This design comes from an exercise in tuning for small area, a short achievable clock period and few clock cycles per item on the open sky130 flow, not from production work.
In this exercise RTL edits were held to simulation tests only and were not proved equivalent to the original.
No activity file was given, so power comes from the tool's default toggle rates.

## rn_osc
module rn_osc (
    input  wire        clk,
    input  wire        rst,
    input  wire        cmd_valid,
    input  wire [1:0]  cmd_op,
    input  wire [31:0] cmd_data,
    output wire        cmd_ready,
    output reg         out_valid,
    output reg  [31:0] out_sq,
    output reg  [31:0] out_saw
);
    localparam [1:0] OP_SETF = 2'd0, OP_PROC = 2'd1, OP_RESET = 2'd2;
    localparam [1:0] K_NONE = 2'd0, K_HALF = 2'd1, K_WRAP = 2'd2;
    localparam [31:0] F_ONE     = 32'h3F800000;
    localparam [31:0] F_M_ONE   = 32'hBF800000;
    localparam [31:0] F_HALF    = 32'h3F000000;
    localparam [30:0] F_INC_MAX = 31'h3EB33333;    
    reg        a_v;
    reg [1:0]  a_op;
    reg [23:0] a_m;
    reg signed [9:0] a_e;
    reg        a_neg, a_zero, a_inf, a_nan;
    reg        a_unf;                       
    reg [1:0]  u_lo;                       
    reg        u_s;
    reg [23:0] f_m;
  ...
Settings: LEC_CHECK=0, ABC_AREA=1, CAP_MARGIN=20, CORE_MARGIN=2, CORE_UTILIZATION=40, SETUP_SLACK_MARGIN=5, SLEW_MARGIN=20; clock period 20.0 ns.
run.sh (not shown) runs the stock make flow with config.mk's settings and CLKGATE_MAP_FILE= SYNTH_SCRIPT=/design/flow/synth_recipe.tcl, a recipe that flattens the netlist after the stock synthesis.
The baseline completed with no timing, DRC or antenna violations.
Testbench counts at the start, summed over its fixed seeds: cycles 57,680, samples 31,502.
Next try:
--- a/flow/design.v
+++ b/flow/design.v
@@ -183,24 +183,78 @@
     wire [26:0] zal = {mz, 3'd0} >> sh;
     wire [26:0] zs  = {zal[26:1], zal[0] | (|({mz, 3'd0} & msk))};
     wire [27:0] sum;
     wire        sum_co;
     add_ks #(.W(28)) u_sum (.a({1'b0, mx, 3'd0}), .b({1'b0, zs}), .ci(1'b0), .s(sum), .co(sum_co));
     wire [26:0] nm  = sum[27] ? {sum[27:2], sum[1] | sum[0]} : sum[26:0];
     wire signed [9:0] ne = {2'd0, ex} + (sum[27] ? 10'sd1 : 10'sd0);
     wire [30:0] mag;
     wire        ovf;
     fp_pack u_pk (.e(ne), .mant(nm[26:3]), .g(nm[2]), .st(nm[1] | nm[0]), .mag(mag), .ovf(ovf));
     assign y = (sum == 28'd0) ? 31'd0 : mag;
 endmodule
+module fp_addf (
+    input  wire [31:0] a,
+    input  wire [31:0] b,
+    output reg  [31:0] y
+);
+    wire [30:0] cmp_s;
+    wire        a_ge_b;
+    add_ks #(.W(31)) u_cmp (.a(a[30:0]), .b(~b[30:0]), .ci(1'b1), .s(cmp_s), .co(a_ge_b));
+    wire        swap = !a_ge_b;
+    wire [31:0] x = swap ? b : a;
+    wire [31:0] z = swap ? a : b;
+    wire [23:0] mx = {x[30:23] != 0, x[22:0]};
+    wire [23:0] mz = {z[30:23] != 0, z[22:0]};
+    wire [7:0]  ea = (a[30:23] == 0) ? 8'd1 : a[30:23];
+    wire [7:0]  eb = (b[30:23] == 0) ? 8'd1 : b[30:23];
+    wire [7:0]  ex = swap ? eb : ea;
+    wire [7:0]  dab = ea - eb;
+    wire [7:0]  dba = eb - ea;
+    wire [7:0]  d  = swap ? dba : dab;
+    wire [4:0]  sh = (d > 8'd27) ? 5'd27 : d[4:0];
+    reg  [26:0] msk;
+    reg  [26:0] mk;
+    integer k;
+    always @* begin
+        for (k = 0; k < 27; k = k + 1)
+            msk[k] = (k < sh);
+    end
+    wire [26:0] zal  = {mz, 3'd0} >> sh;
+    wire [26:0] zs   = {zal[26:1], zal[0] | (|({mz, 3'd0} & msk))};
+    wire [26:0] xs   = {mx, 3'd0};
+    wire        sub  = x[31] ^ z[31];
+    wire [27:0] sum;
+    wire        sum_co;
+    add_ks #(.W(28)) u_sum (.a({1'b0, xs}), .b(sub ? ~{1'b0, zs} : {1'b0, zs}), .ci(sub), .s(sum), .co(sum_co));
+    wire [7:0]  lim  = ex - 8'd1;
+    always @* begin
+        for (k = 0; k < 27; k = k + 1)
+            mk[k] = (lim == 8'd26 - k);
+    end
+    wire [4:0]  lsh;
+    lzc32 u_lz (.x({sum[26:0] | mk, 5'b11111}), .n(lsh));
+    wire [26:0] nl   = sum[26:0] << lsh;
+    wire [26:0] nm   = sum[27] ? {sum[27:2], sum[1] | sum[0]} : nl;
+    wire signed [9:0] ne = sum[27] ? ({2'd0, ex} + 10'sd1) : ({2'd0, ex} - {5'd0, lsh});
+    wire [30:0] mag;
+    wire        ovf;
+    fp_pack u_pk (.e(ne), .mant(nm[26:3]), .g(nm[2]), .st(nm[1] | nm[0]), .mag(mag), .ovf(ovf));
+    always @* begin
+        if (sum == 0)
+            y = {(a[31] & b[31]), 31'd0};
+        else
+            y = {x[31], mag};
+    end
+endmodule
 module fp_mul (
     input  wire [23:0] ma,
     input  wire [23:0] mb,
     input  wire signed [9:0] ea,
     input  wire signed [9:0] eb,
     output wire signed [9:0] e_out,
     output wire [30:0] mag,
     output wire        ovf,
     output wire [25:0] q,
     output wire        qs
 );
     wire [47:0] p;
@@ -693,33 +747,33 @@
     wire        tf_z;
     blep_tfr u_tfr (.d(iss_d), .j(iss_a), .i(tf_i), .fm(tf_m), .fe(tf_e), .fz(tf_z));
     wire [31:0] rom1_e, rom1_de;
     blep_rom u_rom1 (.idx(tf_i), .e(rom1_e), .de(rom1_de));
     wire [31:0] rom2_e, rom2_de;
     blep_rom u_rom2 (.idx(t_i), .e(rom2_e), .de(rom2_de));
     wire [30:0] m_p1 = m_pr[30:0];
     wire [31:0] p1x2 = (m_p1[30:23] == 8'd0) ? {1'b0, m_p1[29:0], 1'b0}
                                              : {1'b0, m_p1[30:23] + 8'd1, m_p1[22:0]};
     wire [31:0] ae_a = m_fin ? p1x2 : m_ei;
     wire [31:0] ae_b = m_fin ? F_M_ONE : (m_fz ? 32'd0 : m_pr);
     wire [31:0] ae_y;
-    fp_add u_adde (.a(ae_a), .b(ae_b), .y(ae_y));
+    fp_addf u_adde (.a(ae_a), .b(ae_b), .y(ae_y));
     wire [31:0] e2 = (ae_y[30:0] == 31'd0) ? ae_y : {ae_y[31], ae_y[30:23] + 8'd1, ae_y[22:0]};
     wire [31:0] vsq  = (e_kind == K_WRAP) ? e_vv : {~e_vv[31], e_vv[30:0]};
     wire [31:0] vsaw = {~e_vv[31], e_vv[30:0]};
     wire [31:0] aq_b = e_fin ? (e_nsqn ? F_M_ONE : F_ONE) : vsq;
     wire [31:0] aw_b = e_fin ? e_vv : vsaw;
     wire [31:0] aq_y, aw_y;
-    fp_add u_addq (.a(csq),  .b(aq_b), .y(aq_y));
-    fp_add u_addw (.a(csaw), .b(aw_b), .y(aw_y));
+    fp_addf u_addq (.a(csq),  .b(aq_b), .y(aq_y));
+    fp_addf u_addw (.a(csaw), .b(aw_b), .y(aw_y));
     wire [31:0] sq5, saw5;
     fp_mul5 u_m5q (.a(p_sq),  .y(sq5));
     fp_mul5 u_m5w (.a(p_saw), .y(saw5));
     always @(posedge clk) begin
         if (rst) begin
             for (n = 0; n < 8; n = n + 1) hk[n] <= K_NONE;
             cur_v <= 1'b0;
             t_v   <= 1'b0;
             m_v   <= 1'b0;
             e_v   <= 1'b0;
             p_v   <= 1'b0;
             csq   <= 32'd0;
Non-clock buffer count went down by 16.
Global-route usage went down by 1.8 points.
Via count went down by 4.3%.
Count of clock-buffer cells in the layout went down by 31.
Combinational power went up by about 4%.
Routed wire length went down by 7.3%.
Testbench counts after the change, summed over its fixed seeds: cycles 57,680, samples 31,502.

==> re-timing with driven ports <==
The flow's constraints put no driver on any port. The routed layouts listed below were extracted and timed again, unchanged, in two steps. Step 1, drivers: a clkbuf_16 drives clk and a buf_2 each remaining input, both assumed. Step 2, shift: input delay + t, output delay - t, t = (earliest + latest rising clock arrival at the registers) / 2. This alone moves slack from input paths to output paths. Three values: ideal ports, drivers, drivers and shift; two values: the first two.
| run | t, ns | slack for setup (ns) | hold WS [ns] | worst setup path at the end |
|---|---|---|---|---|
| the first run | 0.900 | 5.966 / 5.966 / 5.966 | 0.416 / 0.416 / 0.416 | register to register |
| the second run | 0.867 | 6.070 / 6.070 / 6.070 | 0.416 / 0.416 / 0.416 | register to register |
After both steps setup and hold are still met in every run listed.
